This is an optimization exercise on Yosys and OpenROAD, whose aim is small area, not a production implementation.
Power figures rest on the tool's default switching activity, not on a simulated workload.

== north ==
// topo_discovery
module topo_discovery (
    input  wire          clk,
    input  wire          rst,
    input  wire [15:0]   now,
    input  wire          hw_valid,
    input  wire [7:0]    hw_len,
    input  wire [23:0]   hw_data,
    input  wire          hr_valid,
    output reg  [7:0]    hr_data,
    output wire          sel_n,
    output reg           xf_valid,
    output wire [4:0]    xf_len,
    output wire [71:0]   xf_tx,
    input  wire [71:0]   xf_rx,
    output reg           irq_n
);
Size in the first run: roughly 2000 cells after synthesis, ~21000 um2 of cells after synthesis.
Settings: LEC_CHECK=0, CAP_MARGIN=20, CORE_MARGIN=2, CORE_UTILIZATION=30, CTS_BUF_LIST=sky130_fd_sc_hd__clkbuf_4, PLACE_DENSITY=0.5, SLEW_MARGIN=20; clock period 100.0 ns.
standard.sh (not shown) runs the stock make flow with config.mk's settings and CLKGATE_MAP_FILE= SYNTH_SCRIPT=/design/flow/synth_recipe.tcl, a recipe that flattens the netlist after the stock synthesis.
==> flow/flow/run.sh <==
#!/bin/bash
# Standard synthesis, then an area re-map of its combinational logic (same
# registers), then the standard layout with the smallest buffer on the ports.
set -euo pipefail
here=$(pwd)
res=$here/orfs/results/$FLOW_PLATFORM/topo_discovery/base

bash standard.sh synth > make_synth.log 2>&1

cp $res/1_2_yosys.v $here/1_2_yosys.standard.v
export REMAP_LIB=$FLOW_HOME/platforms/$FLOW_PLATFORM/lib/sky130_fd_sc_hd__tt_025C_1v80.lib
export REMAP_TOP=$FLOW_TOP
export REMAP_IN=$here/1_2_yosys.standard.v
export REMAP_OUT=$here/1_2_yosys.remap.v
export REMAP_SCRIPT=$here/flow/remap.abc
export REMAP_DONT_USE="$(sed -n '/DONT_USE_CELLS += /,/^#/p' $FLOW_HOME/platforms/$FLOW_PLATFORM/config.mk | grep -o 'sky130_fd_sc_hd__[a-z0-9_]*' | tr '\n' ' ')"
yosys -c flow/remap.tcl > yosys_remap.log 2>&1
cp $REMAP_OUT $res/1_2_yosys.v
rm -f $res/1_synth.odb $res/1_synth.sdc

bash standard.sh "BUFFER_PORTS_ARGS=-buffer_cell sky130_fd_sc_hd__buf_1" \
    "CTS_ARGS=-sink_clustering_enable -repair_clock_nets -dont_use_dummy_load -buf_list sky130_fd_sc_hd__clkbuf_16" \
    finish > make_finish.log 2>&1
==> flow/flow/remap.abc <==
strash; ifraig; scorr; dc2; strash; &get -n; &deepsyn -T 20; &dch -f; &nf -R 1000; &put
==> flow/flow/remap.tcl <==
# Re-map the combinational logic of the standard synthesis netlist for area.
# Flip-flops and tie cells are kept as they are (same instances, names and
# cell types); only the gates between them are re-synthesized by ABC.
yosys -import
set lib $::env(REMAP_LIB)
read_liberty -ignore_miss_func $lib
foreach m [list sky130_fd_sc_hd__*df* sky130_fd_sc_hd__*dl* sky130_fd_sc_hd__conb_1] {
    yosys blackbox $m
}
read_verilog $::env(REMAP_IN)
hierarchy -top $::env(REMAP_TOP)
flatten
opt -purge
set du {}
foreach c $::env(REMAP_DONT_USE) { lappend du -dont_use $c }
abc -liberty $lib {*}$du -script $::env(REMAP_SCRIPT)
opt_clean -purge
hilomap -singleton -hicell sky130_fd_sc_hd__conb_1 HI -locell sky130_fd_sc_hd__conb_1 LO
insbuf -buf sky130_fd_sc_hd__buf_4 A X
opt_clean -purge
stat -liberty $lib
write_verilog -noattr -noexpr -nohex -nodec $::env(REMAP_OUT)
Input-level comparison between south and north:
--- a/flow/flow/run.sh
+++ b/flow/flow/run.sh
@@ -20,4 +20,4 @@
 
 bash standard.sh "BUFFER_PORTS_ARGS=-buffer_cell sky130_fd_sc_hd__buf_1" \
-    "CTS_ARGS=-sink_clustering_enable -repair_clock_nets -dont_use_dummy_load -buf_list sky130_fd_sc_hd__clkbuf_16" \
+    "CTS_ARGS=-sink_clustering_enable -repair_clock_nets -dont_use_dummy_load -buf_list sky130_fd_sc_hd__clkbuf_8 -sink_clustering_size 16 -sink_clustering_max_diameter 80" \
     finish > make_finish.log 2>&1
==> comparison <==
- Having completed the whole flow, north delivered a layout that passed the timing, design-rule and antenna checks.
- south: no failed stages, no open violations at the end
- Compare north and south | total power higher: north
- Re number of maximum-capacitance violations: no difference whatsoever between north and south.
- Looking at sequential share of layout area, south sits 1.3 points higher than north does.
- south against north: time the worst path needs with I/O delays and setup dropped 0.051 ns; clock network fraction of design power dropped 11 points.
- Going from north to south, the cell area was found to have gone down by 2.7%.
- The detailed-routing wirelength on met1 of south falls short of that of north by 0.88%.
- ~same number of instances on the worst hold path in north and south
- Actual transition at the worst max-transition pin in south is 0.040 ns higher than in north
- Met2 routing resource usage after global routing, north and south: lower on south
No functional check of the RTL was part of any run of this note.

what the ideal ports hide:
Ports are ideal in the flow. The routed layouts listed here were re-timed in OpenROAD. Step 1 assumes that a clkbuf_16 drives the clock port and a buf_2 every other input. Step 2 also shifts input and output timing later by t, the mid clock arrival at the registers, as if the neighbouring blocks saw the same clock. Slacks: no drivers / after step 1 / after step 2; pairs: no drivers / after step 1.
run | t, ns | setup slack, ns | worst data-port slew with drivers (ns) | pins driven straight from the clock port
north | 0.623 | 74.292 / 74.325 / 73.702 | 0.06 | 1
south | 0.646 | 74.342 / 74.372 / 73.726 | 0.06 | 1
After both steps setup and hold are still met in every run listed. For south, which loses most, drivers alone change the setup slack by +0.030 ns; drivers and shift together by -0.616 ns.
